This design comes from an exercise in tuning for small area on the open sky130 flow, not from production work.
RTL that was checked went through simulation tests only; none was proved equivalent to the original.
Power is estimated from default activity; no workload was simulated.

## quartz
// dbgseq
module dbgseq (
    input  wire        clk,
    input  wire        rst,
    input  wire        bus_en,
    input  wire        bus_we,
    input  wire [1:0]  bus_size,
    input  wire [12:0] bus_addr,
    input  wire [31:0] bus_wdata,
    output reg  [31:0] bus_rdata,
    output reg         bus_err,
    output wire        swclk,
    output wire        swdio_o,
    output wire        swdio_oe,
    input  wire        swdio_i
);
    localparam [31:0]  PARAM1 = 32'h0001023E;
    localparam [7:0] OP_PULSE   = 8'h01;
    localparam [7:0] OP_RDBIT   = 8'h02;
    localparam [7:0] OP_WRBIT   = 8'h03;
    localparam [7:0] OP_SETDIR  = 8'h04;
    localparam [7:0] OP_WRBITS  = 8'h05;
    localparam [7:0] OP_RDBITS  = 8'h06;
    localparam [7:0] OP_PARITY  = 8'h07;
    localparam [7:0] OP_CONNECT = 8'h10;
    localparam [7:0] OP_XFER_RD = 8'h20;
    localparam [7:0] OP_XFER_WR = 8'h21;
    localparam [7:0] OP_DUMP    = 8'h30;
    localparam [2:0] RES_NONE      = 3'd0;
    localparam [2:0] RES_OK        = 3'd1;
    localparam [2:0] RES_FAIL      = 3'd2;
    localparam [2:0] RES_FOUND     = 3'd3;
    localparam [2:0] RES_NOT_FOUND = 3'd4;
  ...
For scale: ~820 flip-flops, roughly 88 I/O pins, about 0.033 mm^2 of cells after synthesis.
clock: 10.0 ns
lec_check: 0
cap_margin: 20
core_margin: 2
core_utilization: 55
place_density: 0.75
slew_margin: 20
standard.sh (not shown) runs the stock make flow with config.mk's settings and CLKGATE_MAP_FILE= SYNTH_SCRIPT=/design/flow/synth_recipe.tcl, a recipe that flattens the netlist after the stock synthesis.
==> flow/flow/run.sh <==
#!/bin/bash
# The standard layout (standard.sh, standard synthesis included) with two
# changes passed to ORFS through its own variables:
#  - clock tree: sink clusters of up to 28 registers within 80 um, and no
#    dummy loads on the leaf buffers
#  - port buffers: sky130_fd_sc_hd__buf_1 instead of the delay buffer
# make's full output goes to flow_make.log; each ORFS step also keeps its
# own log under orfs/logs/.
set -euo pipefail
export CTS_ARGS="-sink_clustering_enable -repair_clock_nets -dont_use_dummy_load -sink_clustering_size 28 -sink_clustering_max_diameter 80"
export BUFFER_PORTS_ARGS="-buffer_cell sky130_fd_sc_hd__buf_1"
bash standard.sh > flow_make.log 2>&1
The inputs of xenon differ from those of quartz as listed below.
# quartz
export LEC_CHECK = 0
export CAP_MARGIN = 20
export CORE_MARGIN = 2
export CORE_UTILIZATION = 55
export PLACE_DENSITY = 0.75
export SLEW_MARGIN = 20
create_clock -name core_clock -period 10.0 [get_ports {clk}]
# xenon
export LEC_CHECK = 0
export CAP_MARGIN = 20
export CORE_MARGIN = 2
export CORE_UTILIZATION = 40
export SLEW_MARGIN = 20
create_clock -name core_clock -period 10.0 [get_ports {clk}]
diff --git a/flow/flow/run.sh b/flow/flow/run.sh
--- a/flow/flow/run.sh
+++ b/flow/flow/run.sh
@@ -4 +4 @@
-#  - clock tree: sink clusters of up to 28 registers within 80 um, and no
+#  - clock tree: sink clusters of up to 20 registers within 70 um, and no
@@ -10 +10 @@
-export CTS_ARGS="-sink_clustering_enable -repair_clock_nets -dont_use_dummy_load -sink_clustering_size 28 -sink_clustering_max_diameter 80"
+export CTS_ARGS="-sink_clustering_enable -repair_clock_nets -dont_use_dummy_load -sink_clustering_size 20 -sink_clustering_max_diameter 70"
### Flow results
[xenon] aggregate global-route resource usage fell 7.5 points relative to quartz
Taking quartz as the reference point, the worst setup slack for register-to-register paths of xenon falls by 0.09 ns.
Power (higher): xenon
Relative to quartz, share of the final layout cell area in sequential cells decreased by 1.2 points in xenon.
In terms of sequential power, xenon and quartz differ only marginally.
Comparing quartz and xenon, the lower number of antenna violations at the first check in global routing is on quartz.
Number of global-route vias before repair grows by a few percent when moving from quartz to xenon.
The following lists how harbor was set up differently from xenon:
# xenon
export LEC_CHECK = 0
export CAP_MARGIN = 20
export CORE_MARGIN = 2
export CORE_UTILIZATION = 40
export SLEW_MARGIN = 20
create_clock -name core_clock -period 10.0 [get_ports {clk}]
# harbor
export LEC_CHECK = 0
export CAP_MARGIN = 20
export CORE_MARGIN = 2
export CORE_UTILIZATION = 65
export PLACE_DENSITY = 0.85
export SLEW_MARGIN = 20
create_clock -name core_clock -period 10.0 [get_ports {clk}]
diff --git a/flow/flow/run.sh b/flow/flow/run.sh
--- a/flow/flow/run.sh
+++ b/flow/flow/run.sh
@@ -4 +4 @@
-#  - clock tree: sink clusters of up to 20 registers within 70 um, and no
+#  - clock tree: sink clusters of up to 34 registers within 75 um, and no
@@ -10 +10 @@
-export CTS_ARGS="-sink_clustering_enable -repair_clock_nets -dont_use_dummy_load -sink_clustering_size 20 -sink_clustering_max_diameter 70"
+export CTS_ARGS="-sink_clustering_enable -repair_clock_nets -dont_use_dummy_load -sink_clustering_size 34 -sink_clustering_max_diameter 75"
==> comparison <==
- The run showing the greater number of cells after detailed placement is xenon.
- Min non-clock buffer count across harbor and xenon: harbor
- Delay of the slowest cell on the worst path (higher): harbor
- Between harbor and xenon, it is harbor whose total stage count of the critical path is lower, by 2.
- Minimum clock period after layout up 0.44 ns in harbor wrt xenon
- harbor closes out successfully: all stages finished, all timing, DRC and antenna checks passed.
- harbor improves on xenon in core outline area.
- Relative to xenon, total inserted antenna cells increased by 2 in harbor.

---

oak:
Another version of the RTL of dbgseq (not shown whole).
Size in the first run: roughly 3100 cells after synthesis, about 820 flip-flops.
clock: 10.0 ns
lec_check: 0
cap_margin: 20
core_margin: 2
core_utilization: 40
cts_buf_list: sky130_fd_sc_hd__clkbuf_4 sky130_fd_sc_hd__clkbuf_8
cts_cluster_size: 25
slew_margin: 20
run.sh (not shown) runs the stock make flow with config.mk's settings and CLKGATE_MAP_FILE= SYNTH_SCRIPT=/design/flow/synth_recipe.tcl, a recipe that flattens the netlist after the stock synthesis.
Stock flow here: none of the scripts above is used.
oak went all the way through the flow, and no timing, DRC or antenna check failed.
Here is what was changed in the inputs of pine compared with oak.
Settings: CTS_BUF_LIST removed (was sky130_fd_sc_hd__clkbuf_4 sky130_fd_sc_hd__clkbuf_8); CTS_CLUSTER_SIZE removed (was 25).
Notes after the runs:
Against oak, detailed-route wire length per cell in pine rose slightly. Least setup slack across all paths after layout (lower): pine. pine vs. oak: power dissipated by switching net loads went down, number of antenna violations at the first check in global routing went up, clock buffer count went down.

---

dbgseq, a different RTL version from the one above (not shown whole).
Size: roughly 2700 cells after synthesis, ~820 flip-flops, about 88 I/O pins, roughly 33000 um^2 of cells after synthesis.
## dbgseq
module dbgseq (
    input  wire        clk,
    input  wire        rst,
    input  wire        bus_en,
    input  wire        bus_we,
    input  wire [1:0]  bus_size,
    input  wire [12:0] bus_addr,
    input  wire [31:0] bus_wdata,
    output reg  [31:0] bus_rdata,
    output reg         bus_err,
    output wire        swclk,
    output wire        swdio_o,
    output wire        swdio_oe,
    input  wire        swdio_i
);
clock: 10.0 ns
lec_check: 0
cap_margin: 20
core_margin: 2
core_utilization: 40
slew_margin: 20
standard.sh (not shown) runs the stock make flow with config.mk's settings and CLKGATE_MAP_FILE= SYNTH_SCRIPT=/design/flow/synth_recipe.tcl, a recipe that flattens the netlist after the stock synthesis.
==> flow/flow/run.sh <==
#!/bin/bash
# The standard layout (standard.sh, standard synthesis included) with two
# changes passed to ORFS through its own variables:
#  - clock tree: sink clusters of up to 28 registers within 80 um, and no
#    dummy loads on the leaf buffers
#  - port buffers: sky130_fd_sc_hd__buf_1 instead of the delay buffer
# make's full output goes to flow_make.log; each ORFS step also keeps its
# own log under orfs/logs/.
set -euo pipefail
export CTS_ARGS="-sink_clustering_enable -repair_clock_nets -dont_use_dummy_load -sink_clustering_size 28 -sink_clustering_max_diameter 80"
export BUFFER_PORTS_ARGS="-buffer_cell sky130_fd_sc_hd__buf_1"
bash standard.sh > flow_make.log 2>&1
Then changed:
==> flow/flow/run.sh (replaced) <==
#!/bin/bash
# The standard layout (standard.sh, standard synthesis included) with two
# changes passed to ORFS through its own variables:
#  - clock tree: sink clusters of up to 20 registers within 70 um, and no
#    dummy loads on the leaf buffers
#  - port buffers: sky130_fd_sc_hd__buf_1 instead of the delay buffer
# make's full output goes to flow_make.log; each ORFS step also keeps its
# own log under orfs/logs/.
set -euo pipefail
export CTS_ARGS="-sink_clustering_enable -repair_clock_nets -dont_use_dummy_load -sink_clustering_size 20 -sink_clustering_max_diameter 70"
export BUFFER_PORTS_ARGS="-buffer_cell sky130_fd_sc_hd__buf_1"
bash standard.sh > flow_make.log 2>&1
Cell area is higher by 0.85%.
Setup slack is better by 0.067 ns.
Clock power is higher by about 14%.
Global-route usage is higher by 0.10 points.
Sequential power barely changes.

---

the previous run:
dbgseq, a different RTL version from the one above (not shown whole).
Size: about 3,100 cells after synthesis, about 820 flip-flops, ~88 I/O pins.
make LEC_CHECK=0 CAP_MARGIN=20 CORE_MARGIN=2 CORE_UTILIZATION=60 CTS_CLUSTER_DIAMETER=60 CTS_CLUSTER_SIZE=25 SLEW_MARGIN=20 finish   # period 10.0 ns
run.sh (not shown) runs the stock make flow with config.mk's settings and CLKGATE_MAP_FILE= SYNTH_SCRIPT=/design/flow/synth_recipe.tcl, a recipe that flattens the netlist after the stock synthesis.
Stock flow here: none of the scripts above is used.
Input-level comparison between the current run and the previous run:
diff --git a/flow/config.mk b/flow/config.mk
--- a/flow/config.mk
+++ b/flow/config.mk
@@ -9,5 +9,5 @@
 export CORE_MARGIN = 2
-export CORE_UTILIZATION = 60
-export CTS_CLUSTER_DIAMETER = 60
-export CTS_CLUSTER_SIZE = 25
+export CORE_UTILIZATION = 40
+export CTS_CLUSTER_DIAMETER = 70
+export CTS_CLUSTER_SIZE = 20
 export SLEW_MARGIN = 20
[summary]
Delta (the current run minus the previous run): clock edge transition at the registers on the reported setup and hold paths has remained practically unchanged; design area went up by 1.1%.
Via count: higher on the previous run
Diff the previous run -> the current run: total power held steady, cell count after synthesis held steady.
Going from the previous run to the current run, first-iteration DRC count shrank by more than 10%.
In the reports for the current run and the previous run, the smaller worst relative slew slack belongs to the current run.
There was hardly any difference in final net count between the previous run and the current run.
Looking at effective utilization at floorplan, the current run sits 20 points below the previous run.
The faster design of the two is the current run; the previous run tops out lower.
Total wire length of the current run is on par with the previous run.
No run of this note included a check of the RTL's function; only the layout flow was run.

-- afterwards: timing with drivers on the ports --
In the flow no input, the clock included, has a driving cell. The finished layouts below were timed again as built, in two steps.
Step 1: set_driving_cell puts a clkbuf_16 on clk and a buf_2 on each other input, an assumption about the parent block.
Step 2 also shifts input and output timing later by t, the mid clock arrival at the registers, as if the neighbouring blocks saw the same clock.
Slacks: ideal ports / drivers / drivers and shift; pairs: ideal ports / drivers.
| run | t (ns) | setup slack, ns | slew at the worst register clock pin (ns) | worst slew at a driven data input, ns |
|---|---|---|---|---|
| quartz | 0.639 | 4.529 / 4.569 / 3.930 | 0.11 / 0.11 | 0.11 |
| xenon | 0.671 | 4.416 / 4.459 / 3.788 | 0.09 / 0.09 | 0.06 |
| harbor | 0.635 | 3.975 / 4.019 / 3.383 | 0.12 / 0.12 | 0.07 |
| oak | 0.867 | 4.120 / 4.110 / 3.243 | 0.07 / 0.07 | 0.09 |
| pine | 0.701 | 3.919 / 3.930 / 3.229 | 0.07 / 0.07 | 0.08 |
| the first run of note 3 | 0.650 | 4.362 / 4.406 / 3.756 | 0.12 / 0.12 | 0.06 |
| the second run of note 3 | 0.677 | 4.429 / 4.474 / 3.797 | 0.09 / 0.09 | 0.06 |
| the previous run | 0.683 | 3.301 / 3.294 / 2.611 | 0.10 / 0.10 | 0.09 |
| the current run | 0.705 | 3.787 / 3.786 / 3.081 | 0.10 / 0.10 | 0.09 |
After both steps every run listed still meets setup and hold. The setup slack of oak, which loses most, moves by -0.010 ns with the drivers and by -0.877 ns with both steps.
